What follows belongs to an exercise in optimizing a design on an open flow for small area, a short achievable clock period and few clock cycles per item; a production flow would make more cautious choices. At most, simulation tests tie the RTL to the original design; equivalence was not proved. No activity file was given, so power comes from the tool's default toggle rates.

Setup of run A:
## fds_decoder
module fds_decoder (
    input  wire        clk,
    input  wire        rst,           
    input  wire [7:0]  cfg_q_t0,      
    input  wire [7:0]  cfg_q_t1,      
    input  wire [7:0]  cfg_q_t2,      
    input  wire [7:0]  cfg_q_t3,      
    input  wire [15:0] cfg_min_gap,   
    input  wire        in_valid,
    output wire        in_ready,
    input  wire [7:0]  in_data,
    output reg         out_valid,
    input  wire        out_ready,
    output reg  [1:0]  out_kind,
    output wire [31:0] out_data,
    output wire [31:0] out_pos
);
Size in the first run: about 870 cells after synthesis, about 150 flip-flops, about 130 I/O pins, about 0.0086 mm² of cells after synthesis.
Settings: LEC_CHECK=0, CAP_MARGIN=20, CORE_MARGIN=2, CORE_UTILIZATION=40, SLEW_MARGIN=20; clock period 10.0 ns.
run.sh (not shown) runs the stock make flow with config.mk's settings and CLKGATE_MAP_FILE= SYNTH_SCRIPT=/design/flow/synth_recipe.tcl, a recipe that flattens the netlist after the stock synthesis.
#### Input delta (run B over run A)
- CTS_CLUSTER_SIZE newly set to 30
- CTS_BUF_LIST newly set to sky130_fd_sc_hd__clkbuf_4 sky130_fd_sc_hd__clkbuf_8
- ABC_AREA newly set to 1
- CTS_CLUSTER_DIAMETER newly set to 60
==> comparison <==
Run B: utilization lower than run A. Worst setup timing slack at the placement stage: run B better than run A. When run B is set beside run A, its number of distinct library cell variants in the gate-level netlist after synthesis turns out to be 31% smaller. In run B relative to run A, synthesized cell count had gone up by more than a quarter. Diff run B and run A: combined buffer and inverter count along the critical path higher in run B. | final cycle utilization of the critical path | run B vs run A | 0.68 points higher |.
The inputs of run C differ from those of run B as listed below.
- removing ABC_AREA (formerly 1)
==> flow/flow/run.sh (new file) <==
#!/bin/bash
set -euo pipefail
bash standard.sh \
  "BUFFER_PORTS_ARGS=-buffer_cell sky130_fd_sc_hd__buf_1" \
  "SETUP_SLACK_MARGIN=${FLOW_SETUP_MARGIN:-6.5}" \
  finish > standard_finish.log 2>&1
==> flow/standard.sh (new file) <==
#!/bin/bash
# synth_recipe.tcl (not shown) runs the flow's synth.tcl, then flattens the netlist and writes it again
# the make line also repeats each setting of config.mk as NAME=value (left out here)
make -C /OpenROAD-flow-scripts/flow DESIGN_CONFIG=/design/flow/config.mk WORK_HOME=/design/flow/orfs CLKGATE_MAP_FILE= SYNTH_SCRIPT=/design/flow/synth_recipe.tcl "${@:-finish}"
removed: flow/run.sh
## What came out
Run comparison: run C endpoint of the most critical setup path out_data[0]; run B endpoint of the most critical setup path out_data[1]. Compared with run B, in run C wire length of the first global-routing pass saw a decrease; sequential power went down; critical path depth ~0 delta; highest clock frequency the design can meet went up.
#### Input delta (run D over run C)
- ABC_CLOCK_PERIOD_IN_PS now 2500, previously not set
==> flow/run.sh (new file) <==
#!/bin/bash
# synth_recipe.tcl (not shown) runs the flow's synth.tcl, then flattens the netlist and writes it again
# the make line also repeats each setting of config.mk as NAME=value (left out here)
make -C /OpenROAD-flow-scripts/flow DESIGN_CONFIG=/design/flow/config.mk WORK_HOME=/design/flow/orfs CLKGATE_MAP_FILE= SYNTH_SCRIPT=/design/flow/synth_recipe.tcl finish
removed: flow/flow/run.sh
removed: flow/standard.sh
Results
Total power consumption of the routed design (run D vs. run C) increases by a few percent
Re global route total overflow: no difference whatsoever between run D and run C.
The leading cell type in the layout, fill and taps excluded comes out sky130_fd_sc_hd__clkdlybuf4s50_1 in one run and sky130_fd_sc_hd__buf_1 in the other, namely in run D and run C respectively.
[run D] post-synthesis to final-layout area growth rose 6.2 points relative to run C
Run C ended up with more cell instances than run D did.
In the metrics for run C and run D, the one carrying the higher combinational power is run D.
Looking only at cell area, and setting everything else aside, the higher value of run C and run D goes to run D.
Wire length after detailed routing improves in run D relative to run C.
Power density normalized to cell area: run D vs run C down about 0.9%
Compared with run C, placement density in the core of run D is higher.
Post-layout worst setup margin, run C and run D, higher one = run C.
### run D -> run E
- removing ABC_CLOCK_PERIOD_IN_PS (formerly 2500)
## What came out
As far as number of clock buffers inserted by TritonCTS goes, run E and run D are indistinguishable; the numbers are identical.
Comparing run D against run E, there is no change at all in worst path setup slack after routing.
As far as post-layout instance area goes, run D and run E are indistinguishable; the numbers are identical.
Diff run E..run D | number of antenna violations at the first check in global routing | negligible
Compared with run D, in run E depth of the critical timing path with buffers and inverters included now sits at about the same level, total wire length after detailed routing saw little to no change, register-to-register slack has remained practically unchanged, post-synthesis compound-gate area fraction saw little to no change, number of distinct library cell variants in the gate-level netlist after synthesis did not really move.
Run D -> run E: number of cells on the worst reg-to-reg path delta 0, exact match
No functional check of the RTL was part of any run of this note.

## old
fds_decoder, a different RTL version from the one above (not shown whole).
For scale: roughly 150 flip-flops, ~0.0086 mm^2 of cells after synthesis.
clock: 10.0 ns
lec_check: 0
abc_area: 1
cap_margin: 20
core_margin: 2
core_utilization: 60
cts_buf_list: sky130_fd_sc_hd__clkbuf_4 sky130_fd_sc_hd__clkbuf_8
cts_cluster_diameter: 60
cts_cluster_size: 30
slew_margin: 20
standard.sh (not shown) runs the stock make flow with config.mk's settings and CLKGATE_MAP_FILE= SYNTH_SCRIPT=/design/flow/synth_recipe.tcl, a recipe that flattens the netlist after the stock synthesis.
==> flow/flow/run.sh <==
#!/bin/bash
set -euo pipefail
bash standard.sh \
  "BUFFER_PORTS_ARGS=-buffer_cell sky130_fd_sc_hd__buf_1" \
  "SETUP_SLACK_MARGIN=${FLOW_SETUP_MARGIN:-6.5}" \
  finish > standard_finish.log 2>&1
Testbench counts of old, summed over its fixed seeds: cycles 729,154, items 728,725.
[inputs] new vs old
==> flow/flow/run.sh <==
#!/bin/bash
set -euo pipefail
bash standard.sh \
  "BUFFER_PORTS_ARGS=-buffer_cell sky130_fd_sc_hd__buf_1" \
  "SETUP_SLACK_MARGIN=${FLOW_SETUP_MARGIN:-6.7}" \
  finish > standard_finish.log 2>&1
-- flow/config.mk --
<<< old, line 7
export LEC_CHECK = 0
export ABC_AREA = 1
export CAP_MARGIN = 20
>>> new, line 7
export LEC_CHECK = 0
export CAP_MARGIN = 20
Notes after the runs:
Average size of a mapped cell: new > old. No stage failed in new, and the final checks on the layout all came back clean. From old to new, number of cells traversed by the worst hold path did not move at all. Fraction of the mapped netlist area in compound gates ended up 2.8 points lower on new than on old. new gives less synthesized area than old did. new does better than old on wire length of the first global-routing pass. Diff old -> new | average via count per standard cell | increase of 0.35. [diff] setup slack, new relative to old: improvement. Taking new over old, the wire length ratio works out to 0.942. new vs old: placer's final routability congestion estimate up by a few percent. Re power: new and old aren't equal, and the lower value belongs to new.

what the ideal ports hide:
Ports are ideal in the flow. The routed layouts listed here were re-timed in OpenROAD. Step 1: set_driving_cell puts a clkbuf_16 on clk and a buf_2 on each other input, an assumption about the parent block. Step 2 also shifts input and output timing later by t, the mid clock arrival at the registers, as if the neighbouring blocks saw the same clock. Three values: ideal, step 1, step 2; two values: the first two.
run	t, ns	setup slack, ns	latest minus earliest clock arrival (ns)	worst data-port slew with drivers (ns)
run A	0.463	5.569 / 5.525 / 5.324	0.009 / 0.009	0.05
run B	0.498	5.500 / 5.456 / 5.505	0.023 / 0.023	0.05
run C	0.507	6.352 / 6.308 / 6.177	0.019 / 0.020	0.05
run D	0.487	5.531 / 5.487 / 5.323	0.012 / 0.012	0.05
run E	0.487	5.531 / 5.487 / 5.323	0.012 / 0.012	0.05
old	0.503	6.580 / 6.564 / 6.092	0.012 / 0.012	0.04
new	0.487	6.645 / 6.610 / 6.226	0.011 / 0.011	0.04
After both steps every run listed still meets setup and hold. For old, which loses most, drivers alone change the setup slack by -0.016 ns; drivers and shift together by -0.488 ns.
